Context: an optimization exercise on an open-source flow, tuned for a short achievable clock period and few clock cycles. The choices shown serve that exercise and are no tape-out recipe. The RTL was checked by simulation tests, not by an equivalence proof against the original design. Power and IR drop assume default switching activity.

**design/flow/standard.sh**
```bash
#!/bin/bash
# synth_recipe.tcl (not shown) runs the flow's synth.tcl, then flattens the netlist and writes it again
# the make line also repeats each setting of config.mk as NAME=value (left out here)
make -C /OpenROAD-flow-scripts/flow DESIGN_CONFIG=/design/flow/config.mk WORK_HOME=/design/flow/orfs CLKGATE_MAP_FILE= SYNTH_SCRIPT=/design/flow/synth_recipe.tcl "${@:-finish}"
```
**design/flow/constraint.sdc**
```tcl
create_clock -name core_clock -period 10.0 [get_ports {clk}]
set_input_delay 2.0000 -clock core_clock [delete_from_list [all_inputs] [get_ports {clk}]]
set_output_delay 2.0000 -clock core_clock [all_outputs]
set_load 0.01 [all_outputs]
```
**design/flow/design.v**
```verilog
module daisa_core (
    input  wire        clk,
    input  wire        rst,           
    input  wire [15:0] start,         
    input  wire        irq,           
    output reg         mem_req,
    output reg         mem_we,
    output reg  [15:0] mem_addr,
    output reg  [7:0]  mem_wdata,
    input  wire        mem_ack,
    input  wire [7:0]  mem_rdata,
    output reg         halted,
    output reg  [1:0]  halt_reason    
);
    localparam [3:0] B_IDLE  = 4'd0,
                     B_FETCH = 4'd1,    
                     B_DATA  = 4'd2,    
                     B_IRET1 = 4'd3,    
                     B_IRET2 = 4'd4,    
                     B_INT1  = 4'd5,    
                     B_INT2  = 4'd6,    
                     B_VEC1  = 4'd7,    
                     B_VEC2  = 4'd8;    
    localparam [1:0] R_HLT = 2'd0, R_OPC = 2'd1, R_ARG = 2'd2, R_IMM = 2'd3;
    localparam [1:0] D_NONE = 2'd0, D_A = 2'd1, D_REG = 2'd2, D_CSR = 2'd3;
    localparam C_NEEDIMM = 0,  C_HALT  = 1,  C_ALU   = 2,  C_LOGIC = 3,
               C_INCA    = 4,  C_DECA  = 5,  C_SHL   = 6,  C_SHR   = 7,
               C_SRA     = 8,  C_ROL   = 9,  C_ROR   = 10, C_LDA   = 11,
               C_SWP     = 12, C_CLR   = 13, C_LDACSR = 14, C_RID  = 15,
               C_STA     = 16, C_STDS  = 17, C_STSS  = 18, C_JMP   = 19,
               C_JCC     = 20, C_RET   = 21, C_IRET  = 22, C_PUSH  = 23,
               C_POP     = 24, C_LDM   = 25, C_STM   = 26, C_LDDS  = 27,
               C_LDSS    = 28, C_STACSR = 29, C_CFLAGS = 30, C_ENI = 31,
               C_DSI     = 32, C_FLD0  = 33, C_CALL  = 34, C_FAR   = 35,
               C_F       = 36,   
               C_YP      = 44,   
               C_YN      = 52,   
               NC = 60;
    function automatic [NC-1:0] classify(input [7:0] b);
        reg noarg, regonly, bad_opc, bad_arg, ok;
        reg [5:0] id;
        reg [4:0] fam;
        reg [2:0] f;
        integer j;
        begin
            noarg   = (b[7:6] == 2'b11);
            id      = b[5:0];
            fam     = b[7:3];
            f       = b[2:0];
            regonly = (fam == 5'd7) || (fam == 5'd8) || (fam == 5'd12) || (fam == 5'd14) ||
                      (fam == 5'd15) || (fam == 5'd22) || (fam == 5'd23);
            bad_opc = noarg && (id > 6'd18);
            bad_arg = !noarg && regonly && (f == 3'd0);
            ok      = !bad_opc && !bad_arg;
            classify = {NC{1'b0}};
            classify[C_NEEDIMM] = !noarg && ((fam == 5'd3) || (!regonly && f == 3'd0));
            classify[C_HALT]    = bad_opc || bad_arg || (noarg && id == 6'd3);
            classify[C_ALU]     = !noarg && (fam == 5'd16 || fam == 5'd17 || fam == 5'd18);
            classify[C_LOGIC]   = !noarg && (fam == 5'd19 || fam == 5'd20 || fam == 5'd21);
            classify[C_INCA]    = noarg && id == 6'd9;
            classify[C_DECA]    = noarg && id == 6'd10;
            classify[C_SHL]     = noarg && id == 6'd4;
            classify[C_SHR]     = noarg && id == 6'd5;
            classify[C_SRA]     = noarg && id == 6'd6;
            classify[C_ROL]     = noarg && id == 6'd7;
            classify[C_ROR]     = noarg && id == 6'd8;
            classify[C_LDA]     = !noarg && fam == 5'd6;
            classify[C_SWP]     = ok && !noarg && fam == 5'd15;
            classify[C_CLR]     = noarg && id == 6'd11;
            classify[C_LDACSR]  = noarg && id == 6'd15;
            classify[C_RID]     = ok && !noarg && (fam == 5'd22 || fam == 5'd23);
            classify[C_STA]     = ok && !noarg && fam == 5'd8;
            classify[C_STDS]    = ok && !noarg && fam == 5'd12;
            classify[C_STSS]    = ok && !noarg && fam == 5'd14;
            classify[C_JMP]     = !noarg && (fam == 5'd0 || fam == 5'd1 || fam == 5'd2 || fam == 5'd4);
            classify[C_JCC]     = !noarg && fam == 5'd3;
            classify[C_RET]     = noarg && id == 6'd1;
            classify[C_IRET]    = noarg && id == 6'd2;
            classify[C_PUSH]    = (!noarg && fam == 5'd5) || (noarg && id == 6'd13);
            classify[C_POP]     = (ok && !noarg && fam == 5'd7) || (noarg && id == 6'd14);
            classify[C_LDM]     = !noarg && fam == 5'd9;
            classify[C_STM]     = !noarg && fam == 5'd10;
            classify[C_LDDS]    = !noarg && fam == 5'd11;
            classify[C_LDSS]    = !noarg && fam == 5'd13;
            classify[C_STACSR]  = noarg && id == 6'd16;
            classify[C_CFLAGS]  = noarg && id == 6'd12;
            classify[C_ENI]     = noarg && id == 6'd17;
            classify[C_DSI]     = noarg && id == 6'd18;
            classify[C_FLD0]    = (f == 3'd0);
            classify[C_CALL]    = !noarg && (fam == 5'd2 || fam == 5'd4);
            classify[C_FAR]     = !noarg && (fam == 5'd0 || fam == 5'd4);
            for (j = 0; j < 8; j = j + 1) begin
                classify[C_F + j]  = (f == j);
                classify[C_YP + j] = (f == j) && !b[4];
                classify[C_YN + j] = (f == j) && b[4];
            end
        end
    endfunction
    reg [7:0] a, cs, ip, ds, ss, csr;
    reg [7:0] rf [1:7];
    reg [7:0] zr;            
    reg       fc, fv;
    reg       ie, ie_pend;
    reg [3:0]    bk;             
    reg [1:0]    mdest;          
    reg [2:0]    mreg;           
    reg          chk;            
    reg [7:0]    q0, q1, q2;     
    reg [NC-1:0] k0, k1, k2;     
    reg [1:0]    qn;             
    reg [15:0]   lf;             
    reg          redir;          
    reg          irq_q;          
    reg          wlast;          
    reg          wflush;         
    wire fz = (zr == 8'd0);
    wire fn = zr[7];
    wire [7:0] d = mem_rdata;
    wire [NC-1:0] kd = classify(d);
    wire [15:0] pc = {cs, ip};
    wire [7:0] cs_inc, ip_inc, ip_inc2, lf_hi_inc, lf_lo_inc, ss_inc, ss_dec, sp_lo_inc, sp_lo_dec;
    genvar gb;
    generate
        for (gb = 0; gb < 8; gb = gb + 1) begin : g_inc
            if (gb == 0) begin : g0
                assign cs_inc[0]    = ~cs[0];
                assign ip_inc[0]    = ~ip[0];
                assign lf_hi_inc[0] = ~lf[8];
                assign lf_lo_inc[0] = ~lf[0];
                assign ss_inc[0]    = ~ss[0];
                assign ss_dec[0]    = ~ss[0];
                assign sp_lo_inc[0] = ~rf[6][0];
                assign sp_lo_dec[0] = ~rf[6][0];
                assign ip_inc2[0]   = ip[0];
            end else begin : gn
                assign cs_inc[gb]    = cs[gb] ^ (&cs[gb-1:0]);
                assign ip_inc[gb]    = ip[gb] ^ (&ip[gb-1:0]);
                assign lf_hi_inc[gb] = lf[8+gb] ^ (&lf[8+gb-1:8]);
                assign lf_lo_inc[gb] = lf[gb] ^ (&lf[gb-1:0]);
                assign ss_inc[gb]    = ss[gb] ^ (&ss[gb-1:0]);
                assign ss_dec[gb]    = ss[gb] ^ ~(|ss[gb-1:0]);
                assign sp_lo_inc[gb] = rf[6][gb] ^ (&rf[6][gb-1:0]);
                assign sp_lo_dec[gb] = rf[6][gb] ^ ~(|rf[6][gb-1:0]);
                if (gb == 1) begin : g1
                    assign ip_inc2[1] = ~ip[1];
                end else begin : g2
                    assign ip_inc2[gb] = ip[gb] ^ (&ip[gb-1:1]);
                end
            end
        end
    endgenerate
    wire [15:0] pc1    = {(&ip) ? cs_inc : cs, ip_inc};
    wire [15:0] pc2    = {(&ip[7:1]) ? cs_inc : cs, ip_inc2};
    wire [15:0] lf1    = {(&lf[7:0]) ? lf_hi_inc : lf[15:8], lf_lo_inc};
    wire [15:0] sp     = {ss, rf[6]};
    wire [15:0] sp_inc = {(&rf[6]) ? ss_inc : ss, sp_lo_inc};
    wire [15:0] sp_dec = {(~|rf[6]) ? ss_dec : ss, sp_lo_dec};
    wire at_end = (&cs) & (&ip);
    wire [2:0] fld = q0[2:0];
    wire ready = (qn != 2'd0) && (!k0[C_NEEDIMM] || qn[1] || at_end);
    wire exec_ok = (bk == B_IDLE || bk == B_FETCH) && !halted && ready && !wflush &&
                   !(wlast && chk && ie);
    wire [15:0] pcl  = k0[C_NEEDIMM] ? pc2 : pc1;    
    wire [7:0]  cs_n = pcl[15:8];
    wire [7:0]  ip_n = pcl[7:0];
    reg [7:0] regval, argval, alu_y;
    integer j;
    always @(*) begin
        regval = 8'd0;
        argval = {8{k0[C_F]}} & q1;
        alu_y  = ({8{k0[C_YP]}} & q1) | ({8{k0[C_YN]}} & ~q1);
        for (j = 1; j < 8; j = j + 1) begin
            regval = regval | ({8{k0[C_F + j]}} & rf[j]);
            argval = argval | ({8{k0[C_F + j]}} & rf[j]);
            alu_y  = alu_y | ({8{k0[C_YP + j]}} & rf[j]) | ({8{k0[C_YN + j]}} & ~rf[j]);
        end
    end
    wire [7:0] memseg = (fld == 3'd6 || fld == 3'd7) ? ss : ds;
    wire       alu_cin = q0[4] | (q0[3] & fc);
    wire [7:0] kg0 = a & alu_y;
    wire [7:0] kp0 = a ^ alu_y;
    wire [7:0] g0 = {kg0[7:1], kg0[0] | (kp0[0] & alu_cin)};
    wire [7:0] p0 = kp0;
    wire [7:0] g1, p1, g2, p2, g3;
    generate
        for (gb = 0; gb < 8; gb = gb + 1) begin : g_ks
            if (gb >= 1) begin : l1
                assign g1[gb] = g0[gb] | (p0[gb] & g0[gb-1]);
                assign p1[gb] = p0[gb] & p0[gb-1];
            end else begin : l1z
                assign g1[gb] = g0[gb];
                assign p1[gb] = p0[gb];
            end
            if (gb >= 2) begin : l2
                assign g2[gb] = g1[gb] | (p1[gb] & g1[gb-2]);
                assign p2[gb] = p1[gb] & p1[gb-2];
            end else begin : l2z
                assign g2[gb] = g1[gb];
                assign p2[gb] = p1[gb];
            end
            if (gb >= 4) begin : l3
                assign g3[gb] = g2[gb] | (p2[gb] & g2[gb-4]);
            end else begin : l3z
                assign g3[gb] = g2[gb];
            end
        end
    endgenerate
    wire [7:0] alu_carry = {g3[6:0], alu_cin};     
    wire [7:0] alu_res   = kp0 ^ alu_carry;
    wire       alu_c     = q0[4] ? ~g3[7] : g3[7];
    wire       alu_v     = (a[7] == argval[7]) && (alu_res[7] != a[7]);
    wire [7:0] a_inc, a_dec;
    generate
        for (gb = 0; gb < 8; gb = gb + 1) begin : g_aid
            if (gb == 0) begin : b0
                assign a_inc[0] = ~a[0];
                assign a_dec[0] = ~a[0];
            end else begin : bn
                assign a_inc[gb] = a[gb] ^ (&a[gb-1:0]);
                assign a_dec[gb] = a[gb] ^ ~(|a[gb-1:0]);
            end
        end
    endgenerate
    wire [7:0] r_inc [1:7];
    wire [7:0] r_dec [1:7];
    genvar gr;
    generate
        for (gr = 1; gr <= 7; gr = gr + 1) begin : g_rid
            for (gb = 0; gb < 8; gb = gb + 1) begin : g_b
                if (gb == 0) begin : b0
                    assign r_inc[gr][0] = ~rf[gr][0];
                    assign r_dec[gr][0] = ~rf[gr][0];
                end else begin : bn
                    assign r_inc[gr][gb] = rf[gr][gb] ^ (&rf[gr][gb-1:0]);
                    assign r_dec[gr][gb] = rf[gr][gb] ^ ~(|rf[gr][gb-1:0]);
                end
            end
        end
    endgenerate
    wire [7:0] rid_res = q0[3] ? r_inc[fld] : r_dec[fld];    
    wire       rid_c   = q0[3] ? (&regval) : ~(|regval);
    wire       rid_v   = !regval[7] && rid_res[7];
    wire [7:0] logic_res = !q0[5] ? (a & argval) :
                           q0[3]  ? (a ^ argval) : (a | argval);
    reg cond_flag;
    always @(*) begin
        case (fld[2:1])
            2'd0: cond_flag = fz;
            2'd1: cond_flag = fc;
            2'd2: cond_flag = fv;
            default: cond_flag = fn;
        endcase
    end
    wire cond_taken = cond_flag ^ fld[0];
    wire take_int = chk && ie && irq_q;
    wire ie_base  = chk ? (ie | ie_pend) : ie;
    wire whit = ((mem_addr == pc)  && (qn != 2'd0)) ||
                ((mem_addr == pc1) && qn[1]) ||
                ((mem_addr == pc2) && (qn == 2'd3));
    wire halt_now = k0[C_HALT] || (k0[C_NEEDIMM] && at_end);
    wire jump_now = k0[C_JMP] || (k0[C_JCC] && cond_taken) || k0[C_RET];
    wire [15:0] jtarget = k0[C_RET] ? {csr, rf[5]} :
                          k0[C_JCC] ? {cs_n, q1} :
                          {k0[C_FAR] ? a : cs_n, argval};
    wire data_now = k0[C_PUSH] || k0[C_POP] || k0[C_LDM] || k0[C_STM];
    wire early = (bk == B_FETCH) && (qn == 2'd1) && k0[C_NEEDIMM] && !at_end &&
                 (k0[C_JMP] || (k0[C_JCC] && cond_taken));
    wire [7:0] early_hi = k0[C_FAR] ? a : pc2[15:8];
    wire [7:0] shl_r = {a[6:0], 1'b0};
    wire [7:0] shr_r = {1'b0, a[7:1]};
    wire [7:0] sra_r = {a[7], a[7:1]};
    wire [7:0] rol_r = {a[6:0], a[7]};
    wire [7:0] ror_r = {a[0], a[7:1]};
    wire wr_a = k0[C_ALU] | k0[C_LOGIC] | k0[C_INCA] | k0[C_DECA] | k0[C_SHL] | k0[C_SHR] |
                k0[C_SRA] | k0[C_ROL] | k0[C_ROR] | k0[C_LDA] | k0[C_SWP] | k0[C_CLR] | k0[C_LDACSR];
    wire [7:0] ex_a = ({8{k0[C_ALU]}}    & alu_res)   | ({8{k0[C_LOGIC]}}  & logic_res) |
                      ({8{k0[C_INCA]}}   & a_inc)     | ({8{k0[C_DECA]}}   & a_dec)     |
                      ({8{k0[C_SHL]}}    & shl_r)     | ({8{k0[C_SHR]}}    & shr_r)     |
                      ({8{k0[C_SRA]}}    & sra_r)     | ({8{k0[C_ROL]}}    & rol_r)     |
                      ({8{k0[C_ROR]}}    & ror_r)     | ({8{k0[C_LDA]}}    & argval)    |
                      ({8{k0[C_SWP]}}    & regval)    | ({8{k0[C_LDACSR]}} & csr)       |
                      ({8{!wr_a}}        & a);
    wire wr_z = k0[C_ALU] | k0[C_LOGIC] | k0[C_INCA] | k0[C_DECA] | k0[C_SHL] | k0[C_SHR] |
                k0[C_SRA] | k0[C_ROL] | k0[C_ROR] | k0[C_RID] | k0[C_CFLAGS];
    wire [7:0] ex_zr = ({8{k0[C_ALU]}}    & alu_res)   | ({8{k0[C_LOGIC]}}  & logic_res) |
                       ({8{k0[C_INCA]}}   & a_inc)     | ({8{k0[C_DECA]}}   & a_dec)     |
                       ({8{k0[C_SHL]}}    & shl_r)     | ({8{k0[C_SHR]}}    & shr_r)     |
                       ({8{k0[C_SRA]}}    & sra_r)     | ({8{k0[C_ROL]}}    & rol_r)     |
                       ({8{k0[C_ROR]}}    & ror_r)     | ({8{k0[C_RID]}}    & rid_res)   |
                       ({7'd0, k0[C_CFLAGS]})          | ({8{!wr_z}}        & zr);
    wire wr_c = k0[C_ALU] | k0[C_LOGIC] | k0[C_INCA] | k0[C_DECA] | k0[C_SHL] | k0[C_SHR] |
                k0[C_SRA] | k0[C_RID] | k0[C_CFLAGS];
    wire ex_fc = (k0[C_ALU] & alu_c) | (k0[C_LOGIC] & q0[5] & q0[3]) |
                 (k0[C_INCA] & (&a)) | (k0[C_DECA] & ~(|a)) | (k0[C_SHL] & a[7]) |
                 (k0[C_RID] & rid_c) | (!wr_c & fc);
    wire wr_v = k0[C_ALU] | k0[C_LOGIC] | k0[C_INCA] | k0[C_DECA] | k0[C_RID] | k0[C_CFLAGS];
    wire ex_fv = (k0[C_ALU] & alu_v) | (k0[C_INCA] & !a[7] & a_inc[7]) |
                 (k0[C_DECA] & !a[7] & a_dec[7]) | (k0[C_RID] & rid_v) | (!wr_v & fv);
    reg [7:0]    n_a, n_cs, n_ip, n_ds, n_ss, n_csr, n_zr;
    reg [7:0]    n_rf [1:7];
    reg          n_fc, n_fv, n_ie, n_ie_pend, n_chk;
    reg [3:0]    n_bk;
    reg [1:0]    n_mdest;
    reg [2:0]    n_mreg;
    reg          n_req, n_we, n_halted;
    reg [15:0]   n_addr, n_lf;
    reg [7:0]    n_wdata;
    reg [1:0]    n_reason;
    reg [7:0]    n_q0, n_q1, n_q2;
    reg [NC-1:0] n_k0, n_k1, n_k2;
    reg [1:0]    n_qn;
    reg [1:0]    cons;           
    reg          flush;          
    reg          bus_set;        
    reg [1:0]    base;
    reg          n_redir;
    integer i;
    always @(*) begin
        n_a = a; n_cs = cs; n_ip = ip; n_ds = ds; n_ss = ss; n_csr = csr;
        n_zr = zr;
        for (i = 1; i <= 7; i = i + 1) n_rf[i] = rf[i];
        n_fc = fc; n_fv = fv; n_ie = ie; n_ie_pend = ie_pend; n_chk = chk;
        n_mdest = mdest; n_mreg = mreg;
        n_we = 1'b0; n_halted = halted;
        n_addr = mem_addr; n_wdata = mem_wdata; n_reason = halt_reason;
        n_lf = lf;
        n_bk = B_IDLE;
        cons = 2'd0;
        flush = 1'b0;
        bus_set = 1'b0;
        case (bk)
        B_INT1: begin
            {n_ss, n_rf[6]} = sp_inc;
            n_addr  = sp_inc;
            n_wdata = ip;
            n_we    = 1'b1;
            n_bk    = B_INT2;
            bus_set = 1'b1;
        end
        B_INT2: begin
            {n_ss, n_rf[6]} = sp_inc;
            n_addr  = 16'hFFFE;
            n_bk    = B_VEC1;
            bus_set = 1'b1;
        end
        B_VEC1: begin
            n_cs    = d;
            n_addr  = 16'hFFFF;
            n_bk    = B_VEC2;
            bus_set = 1'b1;
        end
        B_VEC2: begin
            n_ip    = d;
            n_addr  = {cs, d};
            n_lf    = {cs, d};
            n_bk    = B_FETCH;
            bus_set = 1'b1;
        end
        B_IRET1: begin
            n_ip = d;
            {n_ss, n_rf[6]} = sp_dec;
            n_addr  = sp_dec;
            n_bk    = B_IRET2;
            bus_set = 1'b1;
        end
        B_IRET2: begin
            n_cs = d;
            n_ie_pend = 1'b1;
            n_addr  = {d, ip};
            n_lf    = {d, ip};
            n_bk    = B_FETCH;
            bus_set = 1'b1;
        end
        B_DATA: begin
            case (mdest)
                D_A:   n_a = d;
                D_REG: n_rf[mreg] = d;
                D_CSR: n_csr = d;
                default: ;
            endcase
        end
        default: begin   
            if (wflush) begin
                flush   = 1'b1;
                n_addr  = pc;
                n_lf    = pc;
                n_bk    = B_FETCH;
                bus_set = 1'b1;
            end else if (exec_ok) begin
                n_ie      = k0[C_DSI] ? 1'b0 : ie_base;
                n_ie_pend = k0[C_ENI];
                n_chk     = 1'b1;
                cons      = k0[C_NEEDIMM] ? 2'd2 : 2'd1;
                {n_cs, n_ip} = pcl;
                n_a  = ex_a;
                n_zr = ex_zr;
                n_fc = ex_fc;
                n_fv = ex_fv;
                for (i = 1; i <= 7; i = i + 1) begin
                    if (fld == i) begin
                        if (k0[C_RID]) n_rf[i] = q0[3] ? r_inc[i] : r_dec[i];
                        if (k0[C_STA] || k0[C_SWP]) n_rf[i] = a;
                        if (k0[C_STDS]) n_rf[i] = ds;
                        if (k0[C_STSS]) n_rf[i] = ss;
                    end
                end
                if (k0[C_CALL]) begin
                    n_csr = cs_n;
                    n_rf[5] = ip_n;
                end
                if (k0[C_STACSR]) n_csr = a;
                if (k0[C_LDDS]) n_ds = argval;
                if (k0[C_LDSS]) n_ss = argval;
                if (jump_now) begin
                    n_cs = k0[C_RET] ? csr : k0[C_FAR] ? a : cs_n;
                    n_ip = k0[C_RET] ? rf[5] : k0[C_JCC] ? q1 : argval;
                end
                if (halt_now) begin
                    n_reason = k0[C_NEEDIMM] ? R_IMM :
                               (q0[7:6] == 2'b11) ? ((q0[5:0] == 6'd3) ? R_HLT : R_OPC) : R_ARG;
                    n_halted = 1'b1;
                    flush    = 1'b1;
                    bus_set  = 1'b1;
                end else if (k0[C_IRET]) begin
                    {n_ss, n_rf[6]} = sp_dec;
                    flush   = 1'b1;
                    n_addr  = sp_dec;
                    n_bk    = B_IRET1;
                    bus_set = 1'b1;
                end else if (jump_now) begin
                    if (!redir) begin
                        flush   = 1'b1;
                        n_addr  = jtarget;
                        n_lf    = jtarget;
                        n_bk    = B_FETCH;
                        bus_set = 1'b1;
                    end
                end else if (k0[C_PUSH]) begin
                    n_addr  = sp;
                    n_wdata = q0[7] ? csr : argval;      
                    n_we    = 1'b1;
                    n_mdest = D_NONE;
                    {n_ss, n_rf[6]} = sp_inc;
                    n_bk    = B_DATA;
                    bus_set = 1'b1;
                end else if (k0[C_POP]) begin
                    {n_ss, n_rf[6]} = sp_dec;
                    n_addr  = sp_dec;
                    n_mdest = q0[7] ? D_CSR : D_REG;     
                    n_mreg  = fld;
                    n_bk    = B_DATA;
                    bus_set = 1'b1;
                end else if (k0[C_LDM] || k0[C_STM]) begin
                    n_addr  = {memseg, argval};
                    n_wdata = a;
                    n_we    = k0[C_STM];
                    n_mdest = k0[C_STM] ? D_NONE : D_A;
                    n_bk    = B_DATA;
                    bus_set = 1'b1;
                end
            end
        end
        endcase
        base = qn - cons;
        n_q0 = q0; n_q1 = q1; n_q2 = q2;
        n_k0 = k0; n_k1 = k1; n_k2 = k2;
        case (cons)
            2'd1: begin n_q0 = q1; n_q1 = q2; n_k0 = k1; n_k1 = k2; end
            2'd2: begin n_q0 = q2; n_k0 = k2; end
            default: ;
        endcase
        if (bk == B_FETCH) begin
            case (base)
                2'd0: begin n_q0 = d; n_k0 = kd; end
                2'd1: begin n_q1 = d; n_k1 = kd; end
                default: begin n_q2 = d; n_k2 = kd; end
            endcase
        end
        n_qn = flush ? 2'd0 : base + {1'b0, bk == B_FETCH};
        n_redir = 1'b0;
        if (!bus_set && !halted) begin
            if (early) begin
                n_addr  = {early_hi, d};
                n_lf    = {early_hi, d};
                n_bk    = B_FETCH;
                n_redir = 1'b1;
            end else if (n_qn != 2'd3) begin
                n_addr = lf1;
                n_lf   = lf1;
                n_bk   = B_FETCH;
            end
        end
        if (n_halted) n_bk = B_IDLE;
        n_req = (n_bk != B_IDLE);
        if (exec_ok && take_int) begin
            n_a = a; n_cs = cs; n_ip = ip; n_ds = ds; n_ss = ss; n_csr = csr;
            n_zr = zr;
            for (i = 1; i <= 7; i = i + 1) n_rf[i] = rf[i];
            n_fc = fc; n_fv = fv;
            n_mdest = mdest; n_mreg = mreg;
            n_halted = halted; n_reason = halt_reason;
            n_ie      = ie_pend;
            n_ie_pend = 1'b0;
            n_chk     = 1'b0;
            n_qn      = 2'd0;
            n_redir   = 1'b0;
            n_addr    = sp;
            n_lf      = lf;
            n_wdata   = cs;
            n_we      = 1'b1;
            n_bk      = B_INT1;
            n_req     = 1'b1;
        end
    end
    wire en = mem_ack || !mem_req;
    always @(posedge clk) begin
        if (rst) begin
            bk          <= B_FETCH;
            chk         <= 1'b0;
            mem_req     <= 1'b1;
            mem_we      <= 1'b0;
            mem_addr    <= start;
            mem_wdata   <= 8'd0;
            lf          <= start;
            redir       <= 1'b0;
            irq_q       <= 1'b0;
            wlast       <= 1'b0;
            wflush      <= 1'b0;
            halted      <= 1'b0;
            halt_reason <= R_HLT;
            a           <= 8'd0;
            cs          <= start[15:8];
            ip          <= start[7:0];
            ds          <= 8'd0;
            ss          <= 8'd0;
            csr         <= 8'd0;
            for (i = 1; i <= 7; i = i + 1) rf[i] <= 8'd0;
            zr          <= 8'd1;
            fc          <= 1'b0;
            fv          <= 1'b0;
            ie          <= 1'b0;
            ie_pend     <= 1'b0;
            mdest       <= D_NONE;
            mreg        <= 3'd0;
            q0          <= 8'd0;
            q1          <= 8'd0;
            q2          <= 8'd0;
            k0          <= {NC{1'b0}};
            k1          <= {NC{1'b0}};
            k2          <= {NC{1'b0}};
            qn          <= 2'd0;
        end else if (en) begin
            bk          <= n_bk;
            chk         <= n_chk;
            mem_req     <= n_req;
            mem_we      <= n_we;
            mem_addr    <= n_addr;
            mem_wdata   <= n_wdata;
            lf          <= n_lf;
            redir       <= n_redir;
            irq_q       <= irq;
            wlast       <= mem_req && mem_we;
            wflush      <= (bk == B_DATA) && mem_we && whit;
            halted      <= n_halted;
            halt_reason <= n_reason;
            a           <= n_a;
            cs          <= n_cs;
            ip          <= n_ip;
            ds          <= n_ds;
            ss          <= n_ss;
            csr         <= n_csr;
            for (i = 1; i <= 7; i = i + 1) rf[i] <= n_rf[i];
            zr          <= n_zr;
            fc          <= n_fc;
            fv          <= n_fv;
            ie          <= n_ie;
            ie_pend     <= n_ie_pend;
            mdest       <= n_mdest;
            mreg        <= n_mreg;
            q0          <= n_q0;
            q1          <= n_q1;
            q2          <= n_q2;
            k0          <= n_k0;
            k1          <= n_k1;
            k2          <= n_k2;
            qn          <= n_qn;
        end
    end
endmodule
```
**design/flow/flow/run.sh**
```bash
#!/bin/bash
set -euo pipefail
sed 's/SETUP_SLACK_MARGIN=[0-9.]*/SETUP_SLACK_MARGIN=7/' standard.sh > standard_m.sh
grep -q 'SETUP_SLACK_MARGIN=7' standard_m.sh
bash standard_m.sh > standard.log 2>&1
```
**design/flow/config.mk**
```make
export PLATFORM = sky130hd
export DESIGN_NAME = daisa_core
export DESIGN_NICKNAME = daisa_core
export VERILOG_FILES = /design/flow/design.v
export SDC_FILE = /design/flow/constraint.sdc
export NUM_CORES = 4
export LEC_CHECK = 0
export CAP_MARGIN = 20
export CORE_MARGIN = 2
export CORE_UTILIZATION = 30
export PLACE_DENSITY = 0.5
export SETUP_SLACK_MARGIN = 5
export SLEW_MARGIN = 20
```
==> metrics.cfg, run 1 <==
[hold_path]
hold_path.class=reg2reg
min-delay-start=irq_q$_SDFFE_PP0N_
hold_depth=2

[sta]
rsz0062_at_grt=true
setup_viol=0
fin_crit_sh=0.344
slew_viol_final=0
tns_ns=0
maxSlewHeadroom=0.218
skew_ns=0.0321
worstMarginPinSlew_ns=1.17
hold_viol=0
timing.fmax_mhz=290
finalCriticalPeriod_ns=3.44

[synthesis]
synth-compound-area-share=0.323
synth-seq-cells=378
synthTopCellsByArea=dfxtp_1 21%, nand2_1 6.8%, o21ai_0 6.0%, a21oi_1 5.3%, nor2_1 5.1%
yosysSeqAreaShare=0.254
ys_warn_count=19
syn_avg_cell_area_um2=7.21
synth-simple-area-share=0.214
syn_area_mm2=0.0317
ys_top_cells_by_count=574 x nand2_1, 428 x nor2_1, 379 x o21ai_0, 356 x clkbuf_1, 336 x a21oi_1
synthArstFlopShare=0
synth_mux_area_frac=0.0557
synth_top_area_frac=0.208
synth_top_family_by_area=compound AO/OA/AOI/OAI gates
synth_area_leader_cell=dfxtp_1
syn_nets=4530
ys.flop_type=dfxtp_1
synth-adder-area-share=0.0397
synth_edf_count=48
synth_xor_area_frac=0.0440
syn_inst=4404
synth.most_common_cell=nand2_1
synth.distinct_cells=99

[place]
io_buffers=56
dp_hpwl_um=121000
gp_congestion=0.987
placed_cell_area_mm2=0.0342

[global_route]
grt_pass1_wl_um=270000
grt.overflow.total=0
antenna_found_initial=12
grt_pass1_vias=35400
grt_usage=0.342
grt_max_degree=86

[worst_setup_path]
cp_top_family=compound AO/OA/AOI/OAI gates
critPathMaxFanout=13
path_cells=nor2_2, o22ai_2, o31ai_4, buf_6, a211o_4, buf_12, mux2i_1, o221ai_1
cp-endpoint=mem_addr[0]$_DFFE_PN_
critPathLaunchType=flop
worstSetupStartpoint=k0[19]$_SDFFE_PP0N_
r2r_end=mem_addr[0]$_DFFE_PN_
r2r_slack_ns=6.56
path_buf_inv=2
criticalPathCategory=reg2reg
end_kind=flop
r2r_cells=8
cp_slowest_cell=nor2_2
crit_required_ns=10.38
cp.depth=8
arrival_ns=3.83
critPathMaxStageDelay_ns=0.89
rr_startpoint=k0[19]$_SDFFE_PP0N_

[clock_network]
cts-root-buf=clkbuf_16
clockBufferDepth=3
cts_buffers=51
clkTransAtPathRegs_ns=0.06
cts_tree=yes
htreeDepth=2
cts.sinks=378
clk_latency_ns=0.68

[floorplan]
placementRows=119
pin_count=57
start_util=0.302
die_h_um=329
die_area_mm2=0.108
coreArea_mm2=0.105
die_x_um=329

[routing]
vias=39800
drc=0
routed_wl_um=202000
drt_iter0_drc=6529
drt_pass1_iterations=7
ant_nets=0
viasPerCell=6.58
wl_per_cell_um=33.3

[finish]
stdcell_area_mm2=0.0440
fin_nets=4737
final_util=0.419
drive_above_1_share=0.282
syn_to_final_growth_pct=38.8

[flow_run]
max_cap_violations=0

[pwr]
totalPowerFinal_mw=15.8
ir_worst_vdd_uv=217
leakage_nw=16.1
p_per_area_mw_per_mm2=359

[run_status]
status=no timing/DRC/antenna violations

[per-stage QoR]
step	hold WS, ns	std cells	worst slack, ns
after floorplan	0.432	4404	6.50
after global placement	0.448	5519	5.02
after detailed placement	0.450	5520	5.00
after CTS	0.459	5877	6.65
after global routing	0.480	6044	6.58
final	0.455	6049	6.56
[sequential cells by signal (all words and copies together) (netlist names), 16 cells and up]
signal and cells:
rf 56, lf 16, k2 59, mem_addr 16
k1 59, k0 59
[cells by family after synthesis]
family / count (synthesis)
buf+inv: 556
compound gates: 1542
simple gates: 1498
flops: 378
xor+xnor: 157
mux: 173
fa+ha+maj: 100
[tightest hold or removal path, stage by stage, from the launching register on]
cell and delay (ns):
dfxtp_1 0.31, nand2_1 0.05, a21oi_1 0.05
[how the worst min path moves through the flow]
stage,endpoint,slack [ns]
finish,irq_q$_SDFFE_PP0N_,0.45
global route,zr[3]$_SDFFE_PP0P_,0.48
CTS,zr[3]$_SDFFE_PP0P_,0.46
detailed placement,irq_q$_SDFFE_PP0N_,0.45
global placement,zr[3]$_SDFFE_PP0P_,0.45
floorplan,zr[5]$_SDFFE_PP0P_,0.43
[layer usage]
metal	vias up	track usage	wire length, um
met4	10	0.190	16200
met2	3140	0.494	81500
li1	16700	-	-
met3	859	0.100	27500
met5	-	0.00348	112
met1	19100	0.452	76300
[what timing repair did]
item | 4_1_cts | 5_1_grt
gates resized for setup | 692 | 282
hold buffers | 0 | 0
gates cloned | 37 | 34
pin swaps | 144 | 137
setup buffers | 225 | 133
endpoints found under the setup margin | 454 | 370
[where the power goes]
group	leakage [nW]	switching [mW]	internal (mW)
Sequential	3.22	0.590	1.92
Clock	0.895	0.839	1.22
Combinational	12.0	6.92	4.33
[placed cells by master, fill, tap and decap left out, types with 96 or more instances in the layout]
| master | instances |
|---|---|
| a211oi_1 | 111 |
| a21oi_1 | 295 |
| buf_4 | 336 |
| dfxtp_1 | 247 |
| mux2i_1 | 141 |
| nand2_1 | 538 |
| nor2_1 | 363 |
| o21ai_0 | 306 |
| xnor2_1 | 96 |
[final cells by class]
class	instances	area, um^2
clock buffers	76	1530
inverters	114	483
fillers	10700	61100
flip-flops and latches	378	8240
multi-input cells	3476	24800
clock inverters	19	297
diodes	5	12.5
repair inverters	1	5.00
repair buffers	589	6940
well taps	1391	1740
Testbench counts, summed over its fixed seeds: cycles 164,999.
==> inputs of run 2 (changes only) <==
--- a/design/flow/design.v
+++ b/design/flow/design.v
@@ -106,7 +106,7 @@
     reg [2:0]    mreg;           
     reg          chk;            
     reg [7:0]    q0, q1, q2;     
-    reg [NC-1:0] k0, k1, k2;     
+    reg [NC-1:0] k0;             
     reg [1:0]    qn;             
     reg [15:0]   lf;             
     reg          redir;          
@@ -116,7 +116,9 @@
     wire fz = (zr == 8'd0);
     wire fn = zr[7];
     wire [7:0] d = mem_rdata;
-    wire [NC-1:0] kd = classify(d);
+    wire [NC-1:0] kd  = classify(d);
+    wire [NC-1:0] kq1 = classify(q1);
+    wire [NC-1:0] kq2 = classify(q2);
     wire [15:0] pc = {cs, ip};
     wire [7:0] cs_inc, ip_inc, ip_inc2, lf_hi_inc, lf_lo_inc, ss_inc, ss_dec, sp_lo_inc, sp_lo_dec;
     genvar gb;
@@ -307,7 +309,7 @@
     reg [7:0]    n_wdata;
     reg [1:0]    n_reason;
     reg [7:0]    n_q0, n_q1, n_q2;
-    reg [NC-1:0] n_k0, n_k1, n_k2;
+    reg [NC-1:0] n_k0;
     reg [1:0]    n_qn;
     reg [1:0]    cons;           
     reg          flush;          
@@ -315,6 +317,7 @@
     reg [1:0]    base;
     reg          n_redir;
     integer i;
+    wire room = exec_ok || !((qn == 2'd3) || (qn == 2'd2 && bk == B_FETCH));
     always @(*) begin
         n_a = a; n_cs = cs; n_ip = ip; n_ds = ds; n_ss = ss; n_csr = csr;
         n_zr = zr;
@@ -463,17 +466,17 @@
         endcase
         base = qn - cons;
         n_q0 = q0; n_q1 = q1; n_q2 = q2;
-        n_k0 = k0; n_k1 = k1; n_k2 = k2;
+        n_k0 = k0;
         case (cons)
-            2'd1: begin n_q0 = q1; n_q1 = q2; n_k0 = k1; n_k1 = k2; end
-            2'd2: begin n_q0 = q2; n_k0 = k2; end
+            2'd1: begin n_q0 = q1; n_q1 = q2; n_k0 = kq1; end
+            2'd2: begin n_q0 = q2; n_k0 = kq2; end
             default: ;
         endcase
         if (bk == B_FETCH) begin
             case (base)
                 2'd0: begin n_q0 = d; n_k0 = kd; end
-                2'd1: begin n_q1 = d; n_k1 = kd; end
-                default: begin n_q2 = d; n_k2 = kd; end
+                2'd1: n_q1 = d;
+                default: n_q2 = d;
             endcase
         end
         n_qn = flush ? 2'd0 : base + {1'b0, bk == B_FETCH};
@@ -484,7 +487,7 @@
                 n_lf    = {early_hi, d};
                 n_bk    = B_FETCH;
                 n_redir = 1'b1;
-            end else if (n_qn != 2'd3) begin
+            end else if (room) begin
                 n_addr = lf1;
                 n_lf   = lf1;
                 n_bk   = B_FETCH;
@@ -542,12 +545,6 @@
             ie_pend     <= 1'b0;
             mdest       <= D_NONE;
             mreg        <= 3'd0;
-            q0          <= 8'd0;
-            q1          <= 8'd0;
-            q2          <= 8'd0;
-            k0          <= {NC{1'b0}};
-            k1          <= {NC{1'b0}};
-            k2          <= {NC{1'b0}};
             qn          <= 2'd0;
         end else if (en) begin
             bk          <= n_bk;
@@ -577,13 +574,15 @@
             ie_pend     <= n_ie_pend;
             mdest       <= n_mdest;
             mreg        <= n_mreg;
-            q0          <= n_q0;
-            q1          <= n_q1;
-            q2          <= n_q2;
-            k0          <= n_k0;
-            k1          <= n_k1;
-            k2          <= n_k2;
             qn          <= n_qn;
         end
     end
+    always @(posedge clk) begin
+        if (en) begin
+            q0 <= n_q0;
+            q1 <= n_q1;
+            q2 <= n_q2;
+            k0 <= n_k0;
+        end
+    end
 endmodule
==> metrics.cfg, run 2 <==
[run_status]
status=no timing/DRC/antenna violations

[worst_setup_path]
cp.depth=13  ; +5
cp_slowest_cell=edfxtp_1
r2r_cells=13  ; +5
cp_top_family=compound AO/OA/AOI/OAI gates
end_kind=flop
cp-endpoint=zr[4]$_SDFFE_PP0P_
critPathMaxStageDelay_ns=0.50  ; -0.39 ns
r2r_end=zr[4]$_SDFFE_PP0P_
path_cells=buf_4, a222oi_1, nand4_1, buf_4, clkinvlp_4, ha_1, a21oi_1, a21oi_1, a221o_1, buf_4, a21oi_4, a2bb2oi_2, nor2_1
rr_startpoint=k0[43]$_DFFE_PN_
path_buf_inv=4  ; +2
crit_required_ns=10.46  ; +0.08 ns
criticalPathCategory=reg2reg
arrival_ns=3.75  ; -0.08 ns
crit_top_cell=buf_4
critPathLaunchType=flop
r2r_slack_ns=6.71  ; +0.16 ns
critPathMaxFanout=5  ; -8
worstSetupStartpoint=k0[43]$_DFFE_PN_

[pwr]
p_sw_frac=0.540  ; +0.0124
totalPowerFinal_mw=15.9  ; +0.80%
seq_power_share=0.145  ; -0.014
p_int_mw=7.33  ; -1.8%
pwr-share-comb=0.765  ; +0.054
switchingPower_mw=8.61  ; +3.2%
p_per_area_mw_per_mm2=420  ; +17%
ir_worst_vdd_uv=227  ; +4.5%
pwr-share-clk=0.091  ; -0.039
leakage_nw=13.6  ; -16%

[sta]
maxSlewHeadroom=0.302  ; +0.0845
worstMarginPinSlew_ns=1.04  ; -0.124 ns
rsz0062_at_grt=true
timing.fmax_mhz=304  ; +4.8%
fin_crit_sh=0.329  ; -0.0158
finalCriticalPeriod_ns=3.29  ; -0.158 ns
tns_ns=0  ; unchanged
skew_ns=0.0376  ; +0.00555 ns
hold_viol=0  ; unchanged
setup_viol=0  ; unchanged
slew_viol_final=0  ; unchanged

[finish]
largestRegisters=k0 (59), rf (56)
fill_cells=9049  ; -15%
syn_to_final_growth_pct=39.1
drive_above_1_share=0.298  ; +0.0159
largest_reg_flops=59
regMostFlops=k0
fin_cells=5193  ; -14%
multi_input_area_mm2=0.0219  ; -12%
fin_nets=4110  ; -13%
mostFrequentLayoutCell=buf_4
final_cell_mix=365 x buf_4, 349 x nand2_1, 291 x nor2_1
seq_area_mm2=0.00659  ; -20%

[clock_network]
clkTransAtPathRegs_ns=0.06  ; about the same
htreeDepth=2  ; unchanged
cts_tree=yes
cts.sinks=260  ; -31%
cts_buffers=38  ; -25%
ctsHoldBuffers=0  ; unchanged
clockBufferDepth=3  ; unchanged
cts-root-buf=clkbuf_16
clk_latency_ns=0.61  ; -0.07 ns

[synthesis]
yosysSeqAreaShare=0.239  ; -0.0147
ys_top_cells_by_count=386 x nand2_1, 333 x o21ai_0, 327 x nor2_1, 305 x a21oi_1, 294 x clkbuf_1
synthTopCellsByArea=edfxtp_1 14%, dfxtp_1 9.5%, o21ai_0 6.1%, mux2i_1 6.1%, a21oi_1 5.6%
syn_avg_cell_area_um2=7.31  ; +1.5%
synth_area_leader_cell=edfxtp_1
ys.flop_type=edfxtp_1
synth-seq-cells=260  ; -31%
synth_edf_count=131  ; +170%
syn_nets=3856  ; -15%
syn_inst=3730  ; -15%
syn_area_mm2=0.0273  ; -14%
synth_top_area_frac=0.144  ; -0.0639
synth.distinct_cells=98  ; -1.0%
synth.most_common_cell=nand2_1
synthArstFlopShare=0  ; unchanged
ys_warn_count=19  ; unchanged

[place]
io_buffers=56  ; unchanged
gp_congestion=1.07  ; +8.2%
dp_hpwl_um=112000  ; -7.3%
place_inst=4672  ; -15%

[floorplan]
placementRows=110  ; -7.6%
start_util=0.303  ; +0.00112
coreArea_mm2=0.0900  ; -14%
die_area_mm2=0.0934  ; -14%
die_h_um=306  ; -7.2%
pin_count=57  ; unchanged
die_x_um=306  ; -7.2%

[routing]
vias=35000  ; -12%
drt_pass1_iterations=10  ; +3
drc=0  ; unchanged
ant_nets=0  ; unchanged
wl_per_cell_um=33.6  ; +0.85%
viasPerCell=6.75  ; +2.5%
drt_iter0_drc=5923  ; -9.3%
routed_wl_um=175000  ; -13%

[global_route]
grt_max_degree=74  ; -14%
grt_pass1_vias=31500  ; -11%
antenna_found_initial=11  ; -1
grt_usage=0.348  ; +0.00628
grt.overflow.total=0  ; unchanged
grt_pass1_wl_um=237000  ; -12%

[flow_run]
max_cap_violations=0  ; unchanged

[hold_path]
hold_depth=2  ; unchanged
hold_path.class=reg2reg
min-delay-start=zr[3]$_SDFFE_PP0P_

run 2: cell types whose count changed after synthesis, sizes merged, moves of 26 or more:
cell / change
a221oi: -26
a211oi: -114
clkbuf: -58
nor2: -102
edfxtp: +83
a311oi: -34
a21oi: -31
a22o: -26
a22oi: -51
dfxtp: -201
nand2: -188
o21ai: -36
or3: -29
run 2: final cells by class:
| cell class | count | area share |
|---|---|---|
| multi-input combinational | 2984 | 0.576 |
| sequential | 260 | 0.174 |
| timing repair buffer | 577 | 0.162 |
| tap | 1176 | 0.0388 |
| clock buffer | 54 | 0.0291 |
| inverter | 119 | 0.0143 |
| clock inverter | 15 | 0.00415 |
| timing repair inverter | 4 | 0.00152 |
| antenna | 4 | 0.000264 |
run 2: worst min path at each step:
stage | endpoint | slack, ns
after floorplan | zr[2]$_SDFFE_PP0P_ | 0.44
after global placement | zr[3]$_SDFFE_PP0P_ | 0.44
after detailed placement | zr[3]$_SDFFE_PP0P_ | 0.45
after CTS | zr[3]$_SDFFE_PP0P_ | 0.46
after global routing | mem_wdata[6]$_SDFFE_PP0P_ | 0.48
final | zr[3]$_SDFFE_PP0P_ | 0.46
run 2: logic make-up after synthesis:
family	count (synthesis)	share of synthesized area
xor gates and xnor gates	160	0.0519
DFF	260	0.239
AOI/OAI and AO/OA	1277	0.306
muxes	179	0.0663
buffers and inverters	492	0.0710
and+or+nand+nor	1264	0.221
adders and majority gates	98	0.0455
run 2: metrics by stage:
step / hold WS, ns / setup WS (ns) / area [um^2] / util
6_report: 0.461 / 6.71 / 37900 / 0.422
5_1_grt: 0.476 / 6.63 / 37900 / 0.421
4_1_cts: 0.457 / 6.73 / 35100 / 0.389
3_5_place_dp: 0.450 / 4.96 / 29200 / 0.324
3_3_place_gp: 0.444 / 5.05 / 29200 / 0.324
2_1_floorplan: 0.436 / 6.41 / 28300 / -
run 2: repair_timing:
action | 4_1_cts | 5_1_grt
setup buffers | 275 | 129
pin swaps | 96 | 173
resized for setup | 582 | 392
hold endpoints to repair | 0 | 0
gates cloned | 30 | 14
setup endpoints to repair | 411 | 230
run 2: metal layers:
metal,GRT usage,part of all wire,up-vias,routed length [um]
met1,0.440,0.36,16700,63300
met3,0.114,0.14,881,24700
li1,-,-,14400,-
met2,0.505,0.41,3008,71100
met4,0.224,0.087,16,15200
met5,0,0.00067,-,117
run 2: worst min-delay path: cells and delay by family (launching register included):
kind             cells  cell delay [ns]
AO/OA/AOI/OAI        1             0.05
AND/OR/NAND/NOR      1             0.05
flip-flops           1             0.31
run 2: power by group through the flow:
stage / combinational, mW / sequential [mW] / clock, mW
3_3_place_gp: 7.31 / 2.60 / 0
4_1_cts: 10.0 / 2.29 / 1.44
6_report: 12.2 / 2.30 / 1.45
2_1_floorplan: 5.37 / 1.85 / 0
3_5_place_dp: 7.30 / 2.59 / 0
5_1_grt: 12.4 / 2.31 / 1.48
Testbench counts of run 2, summed over its fixed seeds: cycles 164,999.
==> inputs of run 3 (changes only) <==
--- a/design/flow/config.mk
+++ b/design/flow/config.mk
@@ -8,6 +8,6 @@
 export CAP_MARGIN = 20
 export CORE_MARGIN = 2
 export CORE_UTILIZATION = 30
-export PLACE_DENSITY = 0.5
+export PLACE_DENSITY = 0.65
 export SETUP_SLACK_MARGIN = 5
 export SLEW_MARGIN = 20
==> metrics.cfg, run 3 <==
[routing]
routed_wl_um=177000  ; +1.3%
viasPerCell=6.94  ; +2.9%
top_layer_used=met5
wl_met1_um=60500  ; -4.5%
ant_nets=0  ; unchanged
drc=0  ; unchanged
wl_per_cell_um=33.7  ; +0.36%
vias=36400  ; +3.8%
route.met3.wl_um=28600  ; +16%
drt_pass1_iterations=11  ; +1
drt_iter0_drc=6878  ; +16%
met2_length_um=69500  ; -2.3%

[synthesis]
synth-seq-cells=260  ; unchanged
synthTopCellsByArea=edfxtp_1 14%, dfxtp_1 9.5%, o21ai_0 6.1%, mux2i_1 6.1%, a21oi_1 5.6%
synth_edf_count=131  ; unchanged
synth_area_leader_cell=edfxtp_1
syn_avg_cell_area_um2=7.31  ; unchanged
yosysSeqAreaShare=0.239  ; unchanged
synth.most_common_cell=nand2_1
syn_inst=3730  ; unchanged
synthArstFlopShare=0  ; unchanged
syn_nets=3856  ; unchanged
synth.distinct_cells=98  ; unchanged
ys.flop_type=edfxtp_1
ys_warn_count=19  ; unchanged
syn_area_mm2=0.0273  ; unchanged
synth_top_area_frac=0.144  ; unchanged
ys_top_cells_by_count=386 x nand2_1, 333 x o21ai_0, 327 x nor2_1, 305 x a21oi_1, 294 x clkbuf_1

[floorplan]
coreArea_mm2=0.0900  ; unchanged
die_area_mm2=0.0934  ; unchanged
die_h_um=306  ; unchanged
start_util=0.303  ; unchanged
pin_count=57  ; unchanged
placementRows=110  ; unchanged
die_x_um=306  ; unchanged

[pwr]
p_per_area_mw_per_mm2=414  ; -1.4%
ir_worst_vdd_uv=259  ; +14%
leakage_nw=13.9  ; +2.6%

[clock_network]
clk_latency_ns=0.60  ; about the same
cts.sinks=260  ; unchanged
cts_tree=yes
cts_buffers=37  ; -2.6%
ctsHoldBuffers=0  ; unchanged
clockBufferDepth=3  ; unchanged
clkTransAtPathRegs_ns=0.06  ; about the same
htreeDepth=2  ; unchanged
cts-root-buf=clkbuf_16

[run_status]
status=no timing/DRC/antenna violations

[finish]
largestRegisters=k0 (59), rf (56)
syn_to_final_growth_pct=42.3
fin_nets=4160  ; +1.2%
fin_cells=5240  ; +0.91%
mostFrequentLayoutCell=buf_4
largest_reg_flops=59  ; unchanged
final_cell_mix=399 x buf_4, 344 x nand2_1, 285 x nor2_1
regMostFlops=k0
drive_above_1_share=0.323  ; +0.0247

[worst_setup_path]
critPathMaxFanout=10  ; +5
end_kind=flop
criticalPathCategory=reg2reg
crit_required_ns=10.46  ; about the same
critPathLaunchType=flop
arrival_ns=3.80  ; +0.05 ns

[sta]
finalCriticalPeriod_ns=3.34  ; +0.0524 ns
skew_ns=0.0437  ; +0.00605 ns
slew_viol_final=0  ; unchanged
rsz0062_at_grt=true
hold_viol=0  ; unchanged
tns_ns=0  ; unchanged
maxSlewHeadroom=0.191  ; -0.111
timing.fmax_mhz=299  ; -1.6%
holdWs_ns=0.462  ; +0.00106 ns
worstMarginPinSlew_ns=1.20  ; +0.161 ns
fin_crit_sh=0.334  ; +0.00524
setup_viol=0  ; unchanged

[global_route]
grt_pass1_vias=33000  ; +5.0%
grt.overflow.total=0  ; unchanged
grt_max_degree=60  ; -19%
grt_pass1_wl_um=240000  ; +1.3%
antenna_found_initial=12  ; +1
grt_usage=0.351  ; +0.00281

[place]
place_inst=4680  ; +0.17%
dp_hpwl_um=110000  ; -1.9%
gp_congestion=1.07  ; +0.26%
io_buffers=56  ; unchanged

[flow_run]
max_cap_violations=0  ; unchanged

[hold_path]
hold_path.class=reg2reg

[run 3: cell counts after synthesis]
Identical to the previous run, type by type.
[run 3: what timing repair did]
item / 4_1_cts / 5_1_grt
resized for setup: 749 / 316
endpoints found under the setup margin: 411 / 234
hold endpoints to repair: 0 / 0
pin swaps: 183 / 208
gates cloned: 39 / 7
buffers inserted: 308 / 137
[run 3: worst paths after layout]
path / cells after the start / slack [ns] / from / to
setup / recovery: 12 / 6.66 / rf[7][5]$_SDFFE_PP0P_ / a[7]$_SDFFE_PP0P_
hold / removal: 2 / 0.46 / zr[3]$_SDFFE_PP0P_ / zr[3]$_SDFFE_PP0P_
setup reg to reg: 12 / 6.66 / rf[7][5]$_SDFFE_PP0P_ / a[7]$_SDFFE_PP0P_
hold reg to reg: 2 / 0.46 / zr[3]$_SDFFE_PP0P_ / zr[3]$_SDFFE_PP0P_
[run 3: cell families after synthesis]
family / synth area share
mux: 0.0663
compound gates: 0.306
flops: 0.239
fa+ha+maj: 0.0455
xor+xnor: 0.0519
buf+inv: 0.0710
simple gates: 0.221
[run 3: layout make-up]
cell class / count / area [um^2]
inverter: 119 / 531
timing repair inverter: 3 / 48.8
fill: 8735 / 51200
timing repair buffer: 629 / 6740
clock buffer: 47 / 1000
clock inverter: 17 / 193
tap: 1176 / 1470
antenna: 5 / 12.5
sequential: 260 / 6580
multi-input combinational: 2984 / 22200
[run 3: routing by layer]
layer | GRT usage | vias up
li1 | - | 14500
met1 | 0.430 | 17000
met2 | 0.501 | 3638
met3 | 0.128 | 1168
met4 | 0.260 | 10
met5 | 0 | -
[run 3: critical path, stage by stage (launching register included)]
cell and delay (ns):
dfxtp_1 0.81, mux2i_1 0.28, nand4_1 0.10, or2_2 0.29, ha_1 0.37, nor3_1 0.25
nor2_1 0.09, o41ai_2 0.08, xnor2_2 0.15, a221oi_2 0.45, nand3_1 0.13, a22oi_1 0.17
nor2_1 0.06
[run 3: metrics by stage]
step	total power, mW	setup slack, ns	util	instance area (um^2)
final	16.1	6.66	0.431	38800
after global routing	16.3	6.58	0.431	38800
after CTS	14.1	6.73	0.401	36100
after detailed placement	9.83	5.03	0.325	29200
after global placement	9.81	5.08	0.325	29200
after floorplan	7.22	6.41	-	28300
[run 3: where the power goes]
group | total (mW) | leakage [nW] | internal [mW] | switching (mW)
sequential | 2.31 | 2.39 | 1.64 | 0.667
combinational | 12.4 | 10.9 | 4.91 | 7.45
clock | 1.42 | 0.589 | 0.813 | 0.603
==> inputs of run 4 (changes only) <==
--- a/design/flow/design.v
+++ b/design/flow/design.v
@@ -110,8 +110,6 @@
     reg [1:0]    qn;             
     reg [15:0]   lf;             
     reg          redir;          
-    reg          irq_q;          
-    reg          wlast;          
     reg          wflush;         
     wire fz = (zr == 8'd0);
     wire fn = zr[7];
@@ -160,8 +158,7 @@
     wire at_end = (&cs) & (&ip);
     wire [2:0] fld = q0[2:0];
     wire ready = (qn != 2'd0) && (!k0[C_NEEDIMM] || qn[1] || at_end);
-    wire exec_ok = (bk == B_IDLE || bk == B_FETCH) && !halted && ready && !wflush &&
-                   !(wlast && chk && ie);
+    wire exec_ok = (bk == B_IDLE || bk == B_FETCH) && !halted && ready && !wflush;
     wire [15:0] pcl  = k0[C_NEEDIMM] ? pc2 : pc1;    
     wire [7:0]  cs_n = pcl[15:8];
     wire [7:0]  ip_n = pcl[7:0];
@@ -254,7 +251,7 @@
         endcase
     end
     wire cond_taken = cond_flag ^ fld[0];
-    wire take_int = chk && ie && irq_q;
+    wire take_int = chk && ie && irq;
     wire ie_base  = chk ? (ie | ie_pend) : ie;
     wire whit = ((mem_addr == pc)  && (qn != 2'd0)) ||
                 ((mem_addr == pc1) && qn[1]) ||
@@ -526,8 +523,6 @@
             mem_wdata   <= 8'd0;
             lf          <= start;
             redir       <= 1'b0;
-            irq_q       <= 1'b0;
-            wlast       <= 1'b0;
             wflush      <= 1'b0;
             halted      <= 1'b0;
             halt_reason <= R_HLT;
@@ -555,8 +550,6 @@
             mem_wdata   <= n_wdata;
             lf          <= n_lf;
             redir       <= n_redir;
-            irq_q       <= irq;
-            wlast       <= mem_req && mem_we;
             wflush      <= (bk == B_DATA) && mem_we && whit;
             halted      <= n_halted;
             halt_reason <= n_reason;
--- a/design/flow/config.mk
+++ b/design/flow/config.mk
@@ -8,6 +8,6 @@
 export CAP_MARGIN = 20
 export CORE_MARGIN = 2
 export CORE_UTILIZATION = 30
-export PLACE_DENSITY = 0.65
+export PLACE_DENSITY = 0.5
 export SETUP_SLACK_MARGIN = 5
 export SLEW_MARGIN = 20
==> metrics.cfg, run 4 <==
[sta]
tns_ns=0  ; unchanged
slew_viol_final=0  ; unchanged
worstMarginPinSlew_ns=1.10  ; -0.108 ns
fin_crit_sh=0.345  ; +0.0111
finalCriticalPeriod_ns=3.45  ; +0.111 ns
timing.fmax_mhz=290  ; -3.2%
skew_ns=0.0595  ; +0.0159 ns
rsz0062_at_grt=true
hold_viol=0  ; unchanged
maxSlewHeadroom=0.270  ; +0.0785
setup_viol=0  ; unchanged

[routing]
drt_pass1_iterations=10  ; -1
viasPerCell=6.82  ; -1.7%
wl_per_cell_um=33.2  ; -1.6%
routed_wl_um=175000  ; -1.1%
drc=0  ; unchanged
vias=35900  ; -1.2%
ant_nets=0  ; unchanged
drt_iter0_drc=6251  ; -9.1%

[synthesis]
ys.flop_type=edfxtp_1
synth.distinct_cells=98  ; unchanged
synth_area_leader_cell=edfxtp_1
syn_area_mm2=0.0273  ; -0.11%
yosysSeqAreaShare=0.238  ; -0.00121
synth-seq-cells=258  ; -0.77%
syn_avg_cell_area_um2=7.18  ; -1.8%
synthTopCellsByArea=edfxtp_1 14%, dfxtp_1 9.3%, a21oi_1 7.0%, mux2i_1 6.4%, o21ai_0 6.2%
synthArstFlopShare=0  ; unchanged
syn_inst=3794  ; +1.7%
ys_warn_count=19  ; unchanged
synth_edf_count=131  ; unchanged
syn_nets=3920  ; +1.7%
synth_top_area_frac=0.144  ; +0.000159
synth.most_common_cell=nor2_1
ys_top_cells_by_count=420 x nor2_1, 379 x a21oi_1, 363 x nand2_1, 336 x o21ai_0, 283 x clkbuf_1

[floorplan]
start_util=0.303  ; -0.000334
placementRows=110  ; unchanged
die_x_um=305  ; about the same
coreArea_mm2=0.0900  ; unchanged
die_h_um=305  ; about the same
pin_count=57  ; unchanged
die_area_mm2=0.0933  ; -0.11%

[finish]
mostFrequentLayoutCell=nor2_1
largestRegisters=k0 (59), rf (56)
syn_to_final_growth_pct=42.1
regMostFlops=k0
fin_nets=4184  ; +0.58%
drive_above_1_share=0.307  ; -0.0157
final_cell_mix=361 x nor2_1, 327 x buf_4, 325 x nand2_1
largest_reg_flops=59  ; unchanged
fill_cells=8960  ; +2.6%

[worst_setup_path]
path_cells=buf_12, or4_4, nor3_4, buf_6, o21a_4, o22a_1, o41ai_4, buf_4, a22oi_4, buf_12, a21o_1, a311o_1, nand2_1
critPathLaunchType=flop
crit_required_ns=10.36  ; -0.10 ns
criticalPathCategory=reg2reg
arrival_ns=3.81  ; about the same
crit_top_cell=buf_12
critPathMaxFanout=6  ; -4
cp_slowest_cell=or4_4
end_kind=flop
critPathMaxStageDelay_ns=0.52  ; -0.29 ns

[clock_network]
cts-root-buf=clkbuf_16
cts_buffers=39  ; +5.4%
clkTransAtPathRegs_ns=0.06  ; about the same
cts.sinks=258  ; -0.77%
cts_tree=yes
clockBufferDepth=3  ; unchanged
clk_latency_ns=0.63  ; +0.03 ns
htreeDepth=2  ; unchanged

[place]
gp_congestion=1.08  ; +0.75%
io_buffers=56  ; unchanged
dp_hpwl_um=113000  ; +2.7%

[global_route]
grt_usage=0.353  ; +0.00257
grt_max_degree=74  ; +23%
grt.overflow.total=0  ; unchanged
grt_pass1_wl_um=242000  ; +0.71%
antenna_found_initial=10  ; -2
grt_pass1_vias=32500  ; -1.5%

[pwr]
totalPowerFinal_mw=16.0  ; -0.42%
ir_worst_vdd_uv=287  ; +11%
leakage_nw=14.0  ; +0.63%
p_per_area_mw_per_mm2=414  ; -0.18%

[run_status]
status=no timing/DRC/antenna violations

[flow_run]
max_cap_violations=0  ; unchanged

[hold_path]
hold_path.class=reg2reg

[run 4: changes by cell type after synthesis, moves of 18 or more]
cell | previous run | this run
a211oi_1 | 65 | 96
a21oi_1 | 305 | 379
a22oi_1 | 53 | 76
a31oi_1 | 34 | 52
nand2_1 | 386 | 363
nor2_1 | 327 | 420
o211ai_1 | 65 | 33
[run 4: cell families (layout without fill, tap and decap cells)]
logic type	after synthesis	in the layout	synth area share
buffers and inverters	487	770	0.0693
and+or+nand+nor	1272	1279	0.217
DFF	258	258	0.238
adders and majority gates	100	100	0.0463
muxes	178	178	0.0655
AOI/OAI and AO/OA	1334	1338	0.311
other	0	5	0
xor gates and xnor gates	165	165	0.0530
[run 4: cell type report]
cell class	count	area, um^2	area share
repair buffers	581	6350	0.164
flip-flops and latches	258	6530	0.169
clock buffers	49	1070	0.0277
multi-input cells	3060	22400	0.579
well taps	1176	1470	0.0380
diodes	5	12.5	0.000323
inverters	115	480	0.0124
repair inverters	3	26.3	0.000678
clock inverters	22	343	0.00885
[run 4: worst paths after layout]
path	start	endpoint	slack, ns	depth (start not counted)
hold reg to reg	zr[2]$_SDFFE_PP0P_	zr[2]$_SDFFE_PP0P_	0.48	2
hold / removal	zr[2]$_SDFFE_PP0P_	zr[2]$_SDFFE_PP0P_	0.48	2
setup / recovery	wflush$_SDFFE_PP0N_	mem_addr[12]$_DFFE_PN_	6.55	13
setup reg to reg	wflush$_SDFFE_PP0N_	mem_addr[12]$_DFFE_PN_	6.55	13
[run 4: power by group]
part / internal (mW) / switching, mW
clock: 0.950 / 0.624
combinational: 4.86 / 7.22
sequential: 1.62 / 0.740
total: 7.43 / 8.59
[run 4: timing repair]
| action | 4_1_cts | 5_1_grt |
|---|---|---|
| gates resized for setup | 807 | 340 |
| cloned | 39 | 4 |
| pin swaps | 211 | 153 |
| endpoints found under the setup margin | 410 | 280 |
| buffers inserted | 285 | 102 |
| hold endpoints to repair | 0 | 0 |
| hold buffers | 0 | 0 |
[run 4: metrics by stage]
stage | hold slack, ns | cell area, um^2 | setup slack (ns) | utilization | std cells
floorplan | 0.436 | 28100 | 6.38 | - | 3794
global route | 0.509 | 38700 | 6.47 | 0.430 | 5264
detailed placement | 0.455 | 29200 | 4.96 | 0.325 | 4762
global placement | 0.454 | 29200 | 4.91 | 0.325 | 4762
CTS | 0.474 | 36400 | 6.59 | 0.405 | 5157
finish | 0.483 | 38700 | 6.55 | 0.430 | 5269
[run 4: routing by layer]
layer | vias to the layer above | global-route usage | wire [um]
li1 | 14600 | - | -
met1 | 17000 | 0.446 | 63800
met2 | 3240 | 0.502 | 69100
met3 | 992 | 0.125 | 25600
met4 | 14 | 0.241 | 16300
met5 | - | 0 | 144
[run 4: critical path: cells and delay by family, from the launching register on]
kind / cells / cell delay, ns
AO/OA/AOI/OAI: 6 / 1.17
buffers and inverters: 4 / 0.69
flip-flops: 1 / 0.35
AND/OR/NAND/NOR: 3 / 0.96
Testbench counts of run 4, summed over its fixed seeds: cycles 162,501.

## static timing again, ports no longer ideal
The results above use ideal ports. As a check the final layouts listed here were re-extracted and re-timed, cells and wires unchanged. Step 1 assumes that a clkbuf_16 drives the clock port and a buf_2 every other input. Step 2, shift: input delay + t, output delay - t, t = (earliest + latest rising clock arrival at the registers) / 2. This alone moves slack from input paths to output paths. Slacks: ideal ports / drivers / drivers and shift; pairs: ideal ports / drivers.
| run | shift t [ns] | setup WS [ns] | hold WS [ns] |
|---|---|---|---|
| run 1 | 0.738 | 6.555 / 6.555 / 6.035 | 0.455 / 0.455 / 0.455 |
| run 2 | 0.659 | 6.713 / 6.667 / 6.172 | 0.461 / 0.461 / 0.461 |
| run 3 | 0.653 | 6.660 / 6.660 / 6.103 | 0.462 / 0.462 / 0.462 |
| run 4 | 0.671 | 6.549 / 6.549 / 6.119 | 0.483 / 0.483 / 0.483 |
After both steps setup and hold are still met in every run listed. The setup slack of run 3, which loses most, moves by 0.000 ns with the drivers and by -0.557 ns with both steps.
